Background: an optimization exercise with open tools, aiming at small area. Do not read the settings as production practice. RTL that was checked went through simulation tests only; none was proved equivalent to the original. No activity file was given, so power comes from the tool's default toggle rates.

// xmodem_rx
module xmodem_rx (
    input  wire        clk,
    input  wire        rst,
    input  wire        rx_valid,
    input  wire [7:0]  rx_data,
    output wire        tx_valid,
    output wire [7:0]  tx_data,
    input  wire        tx_pop,
    input  wire        tick,
    input  wire        cmd_valid,
    input  wire [7:0]  cmd_op,
    input  wire [7:0]  cmd_arg,
    output reg         rsp_valid,
    output reg  [1:0]  rsp_status,
    output wire [31:0] rsp_data,
    output reg         buf_we,
    output wire [9:0]  buf_addr,
    output reg  [7:0]  buf_wdata,
    output wire        irq
);
Size in the first run: about 1300 cells after synthesis, ~260 flip-flops, ~94 I/O pins, roughly 13000 µm² of cells after synthesis.
Settings: LEC_CHECK=0, CAP_MARGIN=20, CORE_MARGIN=2, CORE_UTILIZATION=40, CTS_BUF_LIST=sky130_fd_sc_hd__clkbuf_8, CTS_CLUSTER_DIAMETER=50, CTS_CLUSTER_SIZE=12, SLEW_MARGIN=20; clock period 8.0 ns.
standard.sh (not shown) runs the stock make flow with config.mk's settings and CLKGATE_MAP_FILE= SYNTH_SCRIPT=/design/flow/synth_recipe.tcl, a recipe that flattens the netlist after the stock synthesis.
==> flow/flow/run.sh <==
#!/bin/bash
# Own layout flow: the standard ORFS flow with two changes.
#  1. Synthesis is the standard synthesis script, except that ABC maps
#     the combinational logic with an area-oriented script (flow/area.script)
#     instead of ORFS's delay-oriented one. Flip-flops are mapped before ABC
#     runs, so the registers (names, count, cell types) are unchanged.
#  2. Port buffers use the smallest buffer cell (buf_1); every input and
#     output port still gets its buffer.
# Each tool's full output goes to a log file in this folder.
set -euo pipefail
HERE=$(pwd)
FLOWDIR=$HERE/flow

# ORFS synthesis script with the ABC script replaced
sed 's#^\(  *\)log_cmd abc {\*}$abc_args#\1set abc_args [lreplace $abc_args 1 1 '"$FLOWDIR"'/area.script]\n\1log_cmd abc {*}$abc_args#' \
    "$FLOW_HOME/scripts/synth.tcl" > "$HERE/own_synth_orfs.tcl"
grep -q "area.script" "$HERE/own_synth_orfs.tcl"

# The standard flow's synthesis wrapper, sourcing the script above
sed 's#source \$::env(SCRIPTS_DIR)/synth.tcl#source '"$HERE"'/own_synth_orfs.tcl#' \
    "$HERE/synth_recipe.tcl" > "$HERE/own_synth.tcl"
grep -q "own_synth_orfs.tcl" "$HERE/own_synth.tcl"

bash "$HERE/standard.sh" \
    "SYNTH_SCRIPT=$HERE/own_synth.tcl" \
    "BUFFER_PORTS_ARGS=-buffer_cell sky130_fd_sc_hd__buf_1" \
    finish > "$HERE/flow_make.log" 2>&1
test -s "$HERE/out/final.def"
==> flow/flow/area.script <==
strash
dc2
dch -f
amap -m -A 8
topo
The starting point completed without violations.
Rerun with:
--- a/flow/config.mk
+++ b/flow/config.mk
@@ -12,2 +12,2 @@
-export CTS_CLUSTER_DIAMETER = 50
-export CTS_CLUSTER_SIZE = 12
+export CTS_CLUSTER_DIAMETER = 60
+export CTS_CLUSTER_SIZE = 16
Effect:
- die area stays the same
- wire length rose by about 0.37%
- worst setup slack loses 0.16 ns
- core utilization fell by 0.47 points
- total power fell by 3.6%
- clock skew fell by 0.0087 ns
- count of clock-buffer cells in the layout fell by 8
- register-to-register slack loses 0.16 ns
- non-clock buffer count is unchanged
- flip-flop and latch count stays the same
- sequential power barely changes
No functional check of the RTL was part of any run of this note.

xmodem_rx, a different RTL version from the one above (not shown whole).
Size: ~240 flip-flops, ~94 I/O pins, roughly 12,000 um2 of cells after synthesis.
==> flow/config.mk <==
export PLATFORM = sky130hd
export DESIGN_NAME = xmodem_rx
export DESIGN_NICKNAME = xmodem_rx
export VERILOG_FILES = /design/flow/design.v
export SDC_FILE = /design/flow/constraint.sdc
export NUM_CORES = 4
export LEC_CHECK = 0
export CAP_MARGIN = 0
export CORE_MARGIN = 2
export CORE_UTILIZATION = 70
export CTS_BUF_LIST = sky130_fd_sc_hd__clkbuf_8
export CTS_CLUSTER_DIAMETER = 60
export CTS_CLUSTER_SIZE = 16
export SLEW_MARGIN = 0
==> flow/constraint.sdc <==
create_clock -name core_clock -period 8.0 [get_ports {clk}]
set_input_delay 1.6000 -clock core_clock [delete_from_list [all_inputs] [get_ports {clk}]]
set_output_delay 1.6000 -clock core_clock [all_outputs]
set_load 0.01 [all_outputs]
==> flow/flow/run.sh <==
#!/bin/bash
set -euo pipefail
HERE=$(pwd)
FLOWDIR=$HERE/flow

# ORFS synthesis script with the ABC script replaced
sed 's#^\(  *\)log_cmd abc {\*}$abc_args#\1set abc_args [lreplace $abc_args 1 1 '"$FLOWDIR"'/area.script]\n\1log_cmd abc {*}$abc_args#' \
    "$FLOW_HOME/scripts/synth.tcl" > "$HERE/own_synth_orfs.tcl"
grep -q "area.script" "$HERE/own_synth_orfs.tcl"

# The standard flow's synthesis wrapper, sourcing the script above
sed 's#source \$::env(SCRIPTS_DIR)/synth.tcl#source '"$HERE"'/own_synth_orfs.tcl#' \
    "$HERE/synth_recipe.tcl" > "$HERE/own_synth.tcl"
grep -q "own_synth_orfs.tcl" "$HERE/own_synth.tcl"

bash "$HERE/standard.sh" \
    "SYNTH_SCRIPT=$HERE/own_synth.tcl" \
    "BUFFER_PORTS_ARGS=-buffer_cell sky130_fd_sc_hd__buf_1" \
    "CTS_ARGS=-sink_clustering_enable -repair_clock_nets -sink_clustering_size 16 -sink_clustering_max_diameter 60 -buf_list sky130_fd_sc_hd__clkbuf_8 -dont_use_dummy_load" \
    finish > "$HERE/flow_make.log" 2>&1
test -s "$HERE/out/final.def"
==> flow/flow/area.script <==
strash
balance -l; resub -K 6 -l; rewrite -l; resub -K 6 -N 2 -l; refactor -l; resub -K 8 -l; balance -l; resub -K 8 -N 2 -l; rewrite -l; resub -K 10 -l; rewrite -z -l; resub -K 10 -N 2 -l; balance -l; resub -K 12 -l; refactor -z -l; resub -K 12 -N 2 -l; rewrite -z -l; balance -l
dch -f
amap -m -A 8 -F 4
topo
strash
dch -f
amap -m -A 8 -F 4
topo
strash
dch -f
amap -m -A 8 -F 4
topo
Change:
--- a/flow/flow/run.sh
+++ b/flow/flow/run.sh
@@ -1,3 +1,11 @@
 #!/bin/bash
+# Own layout flow: the standard ORFS flow with two changes.
+#  1. Synthesis is the standard synthesis script, except that ABC maps
+#     the combinational logic with an area-oriented script (flow/area.script)
+#     instead of ORFS's delay-oriented one. Flip-flops are mapped before ABC
+#     runs, so the registers (names, count, cell types) are unchanged.
+#  2. Port buffers use the smallest buffer cell (buf_1); every input and
+#     output port still gets its buffer.
+# Each tool's full output goes to a log file in this folder.
 set -euo pipefail
 HERE=$(pwd)
@@ -17,5 +25,4 @@
     "SYNTH_SCRIPT=$HERE/own_synth.tcl" \
     "BUFFER_PORTS_ARGS=-buffer_cell sky130_fd_sc_hd__buf_1" \
-    "CTS_ARGS=-sink_clustering_enable -repair_clock_nets -sink_clustering_size 16 -sink_clustering_max_diameter 60 -buf_list sky130_fd_sc_hd__clkbuf_8 -dont_use_dummy_load" \
     finish > "$HERE/flow_make.log" 2>&1
 test -s "$HERE/out/final.def"
=> The new run finished with timing, DRC and antenna clean. Cell area came out higher slightly. Wire length increases slightly. Non-clock buffer count stays the same. Worst setup slack got worse by 0.028 ns. Die area does not change. Synthesized area does not change. Clock skew goes down by 0.014 ns.

-- re-timing with driven ports --
How much do the figures lean on ideal ports? The routed layouts below were timed once more, with nothing changed but the port constraints. Step 1 sets driving cells, clkbuf_16 on the clock port and buf_2 on the other inputs (assumed; they add their load-dependent delay and slew). Step 2 also shifts input and output timing later by t, the mid clock arrival at the registers, as if the neighbouring blocks saw the same clock. a / b / c = ideal ports / drivers / drivers and shift; a / b = the first two.
run	t, ns	setup WS [ns]	worst data-port slew with drivers (ns)
the first run of note 1	0.644	1.003 / 1.003 / 1.003	0.04
the second run of note 1	0.607	0.847 / 0.847 / 0.847	0.04
the first run of note 2	0.554	1.143 / 1.143 / 1.143	0.06
the second run of note 2	0.572	1.115 / 1.115 / 1.115	0.05
After both steps every run listed still meets setup and hold.
